What follows belongs to an exercise in optimizing a design on an open flow for small area, a short achievable clock period and few clock cycles; a production flow would make more cautious choices. Only simulation tests tie the RTL to the original design; equivalence was not proved. Power is estimated from default activity; no workload was simulated.

### flow/constraint.sdc
create_clock -name core_clock -period 7.0 [get_ports {clk}]
set_input_delay 1.4000 -clock core_clock [delete_from_list [all_inputs] [get_ports {clk}]]
set_output_delay 1.4000 -clock core_clock [all_outputs]
set_load 0.01 [all_outputs]
### flow/config.mk
export PLATFORM = sky130hd
export DESIGN_NAME = eclog_core
export DESIGN_NICKNAME = eclog_core
export VERILOG_FILES = /design/flow/design.v
export SDC_FILE = /design/flow/constraint.sdc
export NUM_CORES = 4
export LEC_CHECK = 0
export CAP_MARGIN = 20
export CORE_MARGIN = 2
export CORE_UTILIZATION = 40
export SLEW_MARGIN = 20
### flow/design.v
module eclog_crc_step (
    input  wire [15:0] crc_in,
    input  wire [7:0]  data,
    output wire [15:0] crc_out
);
    wire [7:0] x  = crc_in[15:8] ^ data;
    wire [7:0] xs = x ^ {4'b0000, x[7:4]};
    assign crc_out = {crc_in[7:0], 8'h00} ^ {xs[3:0], 12'h000} ^ {3'b000, xs, 5'b00000} ^ {8'h00, xs};
endmodule
module eclog_core (
    input  wire        clk,
    input  wire        rst,
    input  wire        in_valid,
    input  wire [7:0]  in_data,
    output wire        in_ready,
    output reg         out_valid,
    output reg  [7:0]  out_data,
    input  wire        out_ready,
    output wire        mem_req,
    output wire        mem_we,
    output wire [10:0] mem_addr,
    output wire [7:0]  mem_wdata,
    input  wire        mem_ready,
    input  wire [7:0]  mem_rdata
);
    localparam [7:0] NL = 8'h0A;
    localparam [6:0] P_BOOT  = 7'd0;
    localparam [6:0] P_ENTRY = 7'd6;
    localparam [6:0] P_ADDR  = 7'd17;
    localparam [6:0] P_NOENT = 7'd37;
    localparam [6:0] P_INV   = 7'd65;
    localparam [6:0] P_FULL  = 7'd80;
    localparam integer ROM_LEN = 97;
    localparam [8*ROM_LEN-1:0] ROM =
        {"Boot.\n", "Log entry: ", ". Memory address: 0X",
         "No valid log entries found!\n", "Invalid input!\n", "Error: log full!\n"};
    localparam [2:0] E_IDLE = 3'd0;
    localparam [2:0] E_MSG  = 3'd1;    
    localparam [2:0] E_PAY  = 3'd2;    
    localparam [2:0] E_HEX  = 3'd3;    
    localparam [2:0] E_SEL  = 3'd4;    
    reg  [2:0]  em;
    reg  [6:0]  ptr;
    reg  [1:0]  hp;            
    reg  [5:0]  oslot;         
    reg  [5:0]  idx;           
    reg  [7:0]  rom_char;
    reg  [1:0]  rom_next;      
    always @* begin
        rom_char = ROM[8*(ROM_LEN-1-ptr) +: 8];
        case (ptr)
            7'd5, 7'd64, 7'd79, 7'd96: rom_next = 2'd1;
            7'd16:                      rom_next = 2'd2;
            7'd36:                      rom_next = 2'd3;
            default:                    rom_next = 2'd0;
        endcase
    end
    reg  [5:0]  scan_slot;     
    reg         scan_done;     
    reg  [5:0]  sidx;
    reg  [1:0]  sph;           
    reg  [15:0] crc;
    wire [15:0] crc_next;
    eclog_crc_step u_crc (
        .crc_in (crc),
        .data   (mem_rdata),
        .crc_out(crc_next)
    );
    reg         wr_busy;
    reg         wr_erase;
    reg         wr_probe;      
    reg  [5:0]  cursor;
    reg  [7:0]  frame_byte;
    always @* begin
        if (wr_probe)
            case (idx[2:0])
                3'd0: frame_byte = "p";
                3'd1: frame_byte = "r";
                3'd2: frame_byte = "o";
                3'd3: frame_byte = "b";
                3'd4: frame_byte = "e";
                3'd5: frame_byte = 8'h00;
                3'd6: frame_byte = 8'h9E;
                default: frame_byte = 8'h61;
            endcase
        else
            case (idx[2:0])
                3'd0: frame_byte = "B";
                3'd1: frame_byte = "o";
                3'd2: frame_byte = "o";
                3'd3: frame_byte = "t";
                3'd4: frame_byte = 8'h00;
                3'd5: frame_byte = 8'hBA;
                default: frame_byte = 8'h1C;
            endcase
    end
    wire wr_last = wr_erase ? (idx[4:0] == 5'd31)
                            : (idx[2:0] == (wr_probe ? 3'd7 : 3'd6));
    wire pay_use  = (em == E_PAY);
    wire scan_use = !wr_busy && !pay_use && !scan_done;
    assign mem_req   = wr_busy || pay_use || !scan_done;
    assign mem_we    = wr_busy;
    assign mem_addr  = wr_busy ? (wr_erase ? {idx[4:0], 6'd0} : {cursor[4:0], 3'd0, idx[2:0]})
                     : pay_use ? {oslot[4:0], idx}
                               : {scan_slot[4:0], sidx};
    assign mem_wdata = wr_erase ? 8'h00 : frame_byte;
    wire rd_zero = (mem_rdata == 8'h00);
    reg         boot;          
    reg  [2:0]  line_len;      
    reg         m_erase, m_write, m_read;
    wire can_emit = !out_valid || out_ready;
    assign in_ready = !boot && (em == E_IDLE) && !wr_busy && !out_valid;
    wire take = in_valid && in_ready;
    wire is_nl = (in_data == NL);
    reg [7:0] ch_erase, ch_write, ch_read;
    always @* begin
        case (line_len)
            3'd0: begin ch_erase = "e"; ch_write = "w"; ch_read = "r"; end
            3'd1: begin ch_erase = "r"; ch_write = "r"; ch_read = "e"; end
            3'd2: begin ch_erase = "a"; ch_write = "i"; ch_read = "a"; end
            3'd3: begin ch_erase = "s"; ch_write = "t"; ch_read = "d"; end
            3'd4: begin ch_erase = "e"; ch_write = "e"; ch_read = 8'h00; end
            default: begin ch_erase = 8'h00; ch_write = 8'h00; ch_read = 8'h00; end
        endcase
    end
    reg  [3:0] hex_nib;
    always @* begin
        case (hp)
            2'd3:    hex_nib = {1'b0, oslot[4:2]};
            2'd2:    hex_nib = {oslot[1:0], 2'b00};
            default: hex_nib = 4'd0;
        endcase
    end
    wire [7:0] hex_char = (hp == 2'd0) ? NL :
                          (hex_nib < 4'd10) ? (8'h30 + {4'h0, hex_nib})
                                            : (8'h37 + {4'h0, hex_nib});
    wire [1:0] hex_first = (oslot[4:2] != 3'd0) ? 2'd3 :
                           (oslot[1:0] != 2'd0) ? 2'd2 : 2'd1;
    always @(posedge clk) begin
        if (rst) begin
            em        <= E_IDLE;
            ptr       <= 7'd0;
            hp        <= 2'd0;
            oslot     <= 6'd0;
            idx       <= 6'd0;
            scan_slot <= 6'd0;
            scan_done <= 1'b0;
            sidx      <= 6'd0;
            sph       <= 2'd0;
            crc       <= 16'hFFFF;
            wr_busy   <= 1'b0;
            wr_erase  <= 1'b0;
            wr_probe  <= 1'b0;
            cursor    <= 6'd0;
            boot      <= 1'b1;
            line_len  <= 3'd0;
            m_erase   <= 1'b1;
            m_write   <= 1'b1;
            m_read    <= 1'b1;
            out_valid <= 1'b0;
            out_data  <= 8'h00;
        end else begin
            if (out_valid && out_ready)
                out_valid <= 1'b0;
            if (scan_use && mem_ready) begin
                case (sph)
                    2'd0: begin
                        crc  <= crc_next;
                        sidx <= sidx + 6'd1;
                        if (rd_zero) begin
                            if (sidx == 6'd0) scan_done <= 1'b1;
                            else              sph <= 2'd1;
                        end else if (sidx == 6'd60) begin
                            scan_done <= 1'b1;
                        end
                    end
                    2'd1: begin
                        sidx <= sidx + 6'd1;
                        if (mem_rdata == crc[15:8]) sph <= 2'd2;
                        else                        scan_done <= 1'b1;
                    end
                    default: begin
                        if (mem_rdata == crc[7:0]) begin
                            scan_slot <= scan_slot + 6'd1;
                            scan_done <= (scan_slot == 6'd31);
                            sidx      <= 6'd0;
                            sph       <= 2'd0;
                            crc       <= 16'hFFFF;
                        end else begin
                            scan_done <= 1'b1;
                        end
                    end
                endcase
            end
            if (boot && scan_done) begin
                boot <= 1'b0;
                idx  <= 6'd0;
                wr_busy <= 1'b1;
                if (scan_slot[5]) begin
                    wr_erase  <= 1'b1;
                    cursor    <= 6'd0;
                    scan_slot <= 6'd0;
                    scan_done <= 1'b1;
                end else begin
                    wr_erase  <= 1'b0;
                    wr_probe  <= 1'b0;
                    cursor    <= scan_slot;
                    scan_slot <= scan_slot + 6'd1;
                    scan_done <= (scan_slot == 6'd31);
                    sidx      <= 6'd0;
                    sph       <= 2'd0;
                    crc       <= 16'hFFFF;
                    em        <= E_MSG;
                    ptr       <= P_BOOT;
                end
            end
            if (wr_busy && mem_ready) begin
                idx <= idx + 6'd1;
                if (wr_last) begin
                    wr_busy <= 1'b0;
                    idx     <= 6'd0;
                    if (!wr_erase) cursor <= cursor + 6'd1;
                end
            end
            if (take) begin
                out_valid <= 1'b1;               
                out_data  <= in_data;
                if (is_nl) begin
                    line_len <= 3'd0;
                    m_erase  <= 1'b1;
                    m_write  <= 1'b1;
                    m_read   <= 1'b1;
                    if (line_len == 3'd0) begin
                    end else if (line_len == 3'd5 && m_erase) begin
                        wr_busy   <= 1'b1;
                        wr_erase  <= 1'b1;
                        idx       <= 6'd0;
                        cursor    <= 6'd0;
                        scan_slot <= 6'd0;
                        scan_done <= 1'b1;
                    end else if (line_len == 3'd5 && m_write) begin
                        if (cursor[5]) begin
                            em  <= E_MSG;
                            ptr <= P_FULL;
                        end else begin
                            wr_busy  <= 1'b1;
                            wr_erase <= 1'b0;
                            wr_probe <= 1'b1;
                            idx      <= 6'd0;
                            if (cursor == scan_slot) begin
                                scan_slot <= scan_slot + 6'd1;
                                scan_done <= (scan_slot == 6'd31);
                                sidx      <= 6'd0;
                                sph       <= 2'd0;
                                crc       <= 16'hFFFF;
                            end
                        end
                    end else if (line_len == 3'd4 && m_read) begin
                        em    <= E_SEL;
                        oslot <= 6'd0;
                        idx   <= 6'd0;
                    end else begin
                        em  <= E_MSG;
                        ptr <= P_INV;
                    end
                end else begin
                    if (line_len != 3'd7)
                        line_len <= line_len + 3'd1;
                    if (in_data != ch_erase) m_erase <= 1'b0;
                    if (in_data != ch_write) m_write <= 1'b0;
                    if (in_data != ch_read)  m_read  <= 1'b0;
                end
            end
            if (can_emit) begin
                case (em)
                    E_MSG: begin
                        out_valid <= 1'b1;
                        out_data  <= rom_char;
                        ptr       <= ptr + 7'd1;
                        case (rom_next)
                            2'd1: em <= E_IDLE;
                            2'd2: em <= E_PAY;
                            2'd3: begin em <= E_HEX; hp <= hex_first; end
                            default: ;
                        endcase
                    end
                    E_PAY: begin
                        if (mem_ready) begin
                            out_valid <= 1'b1;
                            if (rd_zero) begin
                                out_data <= ".";
                                ptr      <= P_ADDR + 7'd1;
                                em       <= E_MSG;
                                idx      <= 6'd0;
                            end else begin
                                out_data <= mem_rdata;
                                idx      <= idx + 6'd1;
                            end
                        end
                    end
                    E_HEX: begin
                        out_valid <= 1'b1;
                        out_data  <= hex_char;
                        hp        <= hp - 2'd1;
                        if (hp == 2'd0) begin
                            oslot <= oslot + 6'd1;
                            em    <= E_SEL;
                        end
                    end
                    E_SEL: begin
                        if (oslot < scan_slot) begin
                            out_valid <= 1'b1;
                            out_data  <= "L";
                            ptr       <= P_ENTRY + 7'd1;
                            em        <= E_MSG;
                        end else if (scan_done) begin
                            out_valid <= 1'b1;
                            out_data  <= "N";
                            ptr       <= P_NOENT + 7'd1;
                            em        <= E_MSG;
                        end
                    end
                    default: ;
                endcase
            end
        end
    end
endmodule
### flow/run.sh
#!/bin/bash
# synth_recipe.tcl (not shown) runs the flow's synth.tcl, then flattens the netlist and writes it again
# the make line also repeats each setting of config.mk as NAME=value (left out here)
make -C /OpenROAD-flow-scripts/flow DESIGN_CONFIG=/design/flow/config.mk WORK_HOME=/design/flow/orfs CLKGATE_MAP_FILE= SYNTH_SCRIPT=/design/flow/synth_recipe.tcl finish
==> flow_summary.yaml <==
power_and_ir_drop:
  ir_worst_vdd_mv: 0.1152
  cellPowerDensity_nw_per_um2: 133.0
  leakagePower_nw: 3.113
synth:
  yosysMostFrequentCell: "nand2_1"
  yosys_warnings: 1
  yosysTopAreaCellShare_pct: 19.44
  synth_nets: 1208
  ys_seq_area_share_pct: 19.44
  synthTopCellsByCount: "nand2_1 (117), nor2_1 (114), a21oi_1 (96), dfxtp_1 (80), o21ai_0 (67)"
  ys_async_sr_fraction_pct: 0
  yosysTopAreaCell: "dfxtp_1"
  synth_edf_count: 0
  ys_types: 92
  postSynthCellCount: 1156
  synth_ff_type: "dfxtp_1"
  synth_area_leaders: "dfxtp_1 (19%), a21oi_1 (5.8%), nand2_1 (5.3%)"
  syn_area_sq_um: 8239
  syn_avg_cell_area_sq_um: 7.127
  ys_ff_latch: 80
sta:
  fin_skew_ps: 11.32
  fin_crit_ps: 4374
  hold_violations: 0
  worst_pin_slew_ps: 1131
  max_slew_margin_pct: 24.30
  finalCritPeriodShare_pct: 62.48
  fmax_mhz: 228.6
  rsz0062_at_grt: "no"
  finalSetupViolCount: 0
  finalMaxSlewViolations: 0
  finalSetupTns_ps: 0
clock_network:
  cts_tree: "built"
  postCtsHoldBufs: 0
  clkTransAtPathRegs_ps: 70
  cts_setup_buffers: 0
  cts_buffers: 9
  clkLatencyLatePin_ps: 360
  ctsResizeCount: 0
  cts.sinks: 80
  cts_buffer_depth: 2
  clock-root-buffer: "clkbuf_16"
  cts_max_level: 3
global_routing:
  grt_pass1_wl_mm: 43.73
  antenna_found_initial: 0
  gr-total-overflow: 0
  grt_usage_pct: 24.72
  grt_pass1_vias: 7880
  grt_max_degree: 53
floorplan:
  die_y_um: 147.5
  start_util_pct: 40.72
  dieArea_sq_um: 21760
  die_w_um: 147.5
  io_pins: 52
  core-area_sq_um: 20230
  row_count: 52
place:
  postPlaceCellArea_sq_um: 8713
  gp_congestion: 0.9693
  port-buffer-count: 51
  dp.cells: 1398
  dp_hpwl_mm: 19.97
status:
  outcome: "complete, no violations"
route:
  ant_nets: 0
  post_drt_wl_per_cell_um: 19.54
  vias: 8933
  via_per_inst: 6.318
  dr.pass1.iters: 9
  drt_iter0_drc: 973
  drt-met1-wl_mm: 12.67
  wl_met2_mm: 12.03
  dr_wl_met3_mm: 2.343
  drc_errors: 0
  highest-signal-layer: "met4"
  wirelength_mm: 27.63
layout:
  design_area_sq_um: 9067
  final_cells: 1414
  drive_gt1_share_pct: 6.206
  regArea_sq_um: 1603
  area_growth_pct: 10.05
  fillCellCount: 2064
  multi_input_area_sq_um: 6050
  antenna_cells: 0
  finalNetCount: 1191
worst_setup_path:
  crit_type: "register to output port"
  cp_max_fo: 18
  max_stage_delay_ps: 980
  worstPathCellList: "nor3b_2 > nor2_1 > a211oi_1 > a21oi_1 > clkdlybuf4s50_1"
  worst_setup_path_start_kind: "register"
  r2r_slack_ps: 3320
  crit_required_ps: 5600
  crit_path_end_kind: "output port"
  critPathArrivalTime_ps: 2970
  cpMaxStageDelayCell: "nor3b_2"
hold_path:
  hold_path_class: "register to register"
job:
  maxCapViolCount: 0
critical path: cells and delay by family, from the launching register on:
family | cells | cell delay (ps)
buffers and inverters | 1 | 540
AO/OA/AOI/OAI | 2 | 410
AND/OR/NAND/NOR | 2 | 1070
flip-flops | 1 | 590
cell families (layout without fill, tap and decap cells):
kind of cell | Yosys count | after routing | synth area share, %
AOI/OAI and AO/OA | 374 | 374 | 30.45
xor gates and xnor gates | 67 | 67 | 7.487
adders and majority gates | 31 | 31 | 4.708
buffers and inverters | 126 | 114 | 7.137
DFF | 80 | 80 | 19.44
muxes | 25 | 25 | 3.068
and+or+nand+nor | 453 | 453 | 27.71
state kept, by name, summed over array words and instances (netlist names):
register	count
line_len	3
m_read	1
sph	2
ptr	7
idx	6
em	3
m_erase	1
scan_done	1
out_valid	1
cursor	6
crc	16
m_write	1
scan_slot	6
wr_probe	1
oslot	6
hp	2
wr_erase	1
out_data	8
sidx	6
wr_busy	1
boot	1
final cells by class:
cell class                      instances  area share [%]
Clock inverter                          6           1.269
Tap cell                              270           3.726
Clock buffer                           10           2.636
Inverter                               36           1.490
Timing Repair Buffer                   62           6.485
Sequential cell                        80           17.68
Multi-Input combinational cell        950           66.72
per-stage QoR:
| step | utilization [%] | setup WS, ps | hold WS [ps] | power [mW] |
|---|---|---|---|---|
| 2_1_floorplan | - | 3731 | 441.7 | 0.6055 |
| 3_3_place_gp | 43.06 | 2850 | 455.8 | 0.6479 |
| 5_1_grt | 44.81 | 2461 | 483.4 | 1.247 |
| 3_5_place_dp | 43.06 | 2817 | 460.0 | 0.6479 |
| 6_report | 44.81 | 2626 | 467.2 | 1.206 |
| 4_1_cts | 44.81 | 2624 | 468.3 | 1.211 |
path summary, 6_finish.rpt:
path	from	to	cells past startpoint
setup reg to reg	ptr[0]$_SDFF_PP0_	out_data[6]$_SDFF_PP0_	10
hold / removal	m_read$_SDFFE_PP1P_	m_read$_SDFFE_PP1P_	2
hold reg to reg	m_read$_SDFFE_PP1P_	m_read$_SDFFE_PP1P_	2
setup / recovery	em[1]$_SDFF_PP0_	mem_addr[8]	5
routing by layer:
layer,vias to the layer above,GRT usage [%]
met4,0,6.635
met5,-,0
met1,4145,36.90
met2,488,36.84
met3,60,3.796
li1,4240,-
power breakdown:
| part | total [mW] | switching, mW | leakage [nW] | internal (mW) |
|---|---|---|---|---|
| clock network | 0.566 | 0.206 | 0.169 | 0.360 |
| logic | 0.151 | 0.0841 | 2.29 | 0.0671 |
| registers | 0.489 | 0.0163 | 0.650 | 0.473 |
| total | 1.21 | 0.306 | 3.11 | 0.900 |
cells in the final DEF, fill, tap and decap left out, drive strengths merged, types with 7 or more instances in the layout:
cell type / netlist / layout
o221ai: 9 / 9
inv: 36 / 37
dfxtp: 80 / 80
o211ai: 22 / 22
o21a: 14 / 14
ha: 31 / 31
o21ai: 80 / 80
nor3b: 7 / 7
buf: 47 / 12
a22oi: 11 / 11
and3: 14 / 14
xnor2: 34 / 34
nor3: 48 / 48
nor4: 19 / 19
nor2b: 11 / 11
or2: 8 / 8
clkbuf: 43 / 10
a311oi: 8 / 8
a211oi: 21 / 21
a221oi: 15 / 15
a31oi: 18 / 18
mux2i: 23 / 23
a21oi: 98 / 98
nand2b: 9 / 9
o31ai: 7 / 7
clkdlybuf4s50: 0 / 50
and2: 11 / 11
nand2: 119 / 119
nor2: 118 / 118
nand4: 12 / 12
a21o: 10 / 10
xor2: 33 / 33
o22ai: 10 / 10
or3: 14 / 14
or4: 7 / 7
nand3: 42 / 42
Testbench counts, summed over its fixed seeds: cycles 45,194.

[re-timing with driven ports]
No port has a modelled driver above. Below, the same layout with a new extraction and two added sets of constraints.
Step 1 (the two cells are an assumption about what drives the block):
set clk [get_ports {clk}]
set_driving_cell -lib_cell sky130_fd_sc_hd__clkbuf_16 $clk
set_driving_cell -lib_cell sky130_fd_sc_hd__buf_2 [delete_from_list [all_inputs] $clk]
Step 2, shift: input delay + t, output delay - t, t = (earliest + latest rising clock arrival at the registers) / 2. This alone moves slack from input paths to output paths.
Three values: ideal, step 1, step 2; two values: the first two.
shift t [ns]: 0.393
setup slack, ns: 2.626 / 2.583 / 2.768
latest minus earliest clock arrival (ns): 0.011 / 0.011
After both steps this run still meets setup and hold. For this run, drivers alone change the setup slack by -0.043 ns; drivers and shift together by +0.142 ns.
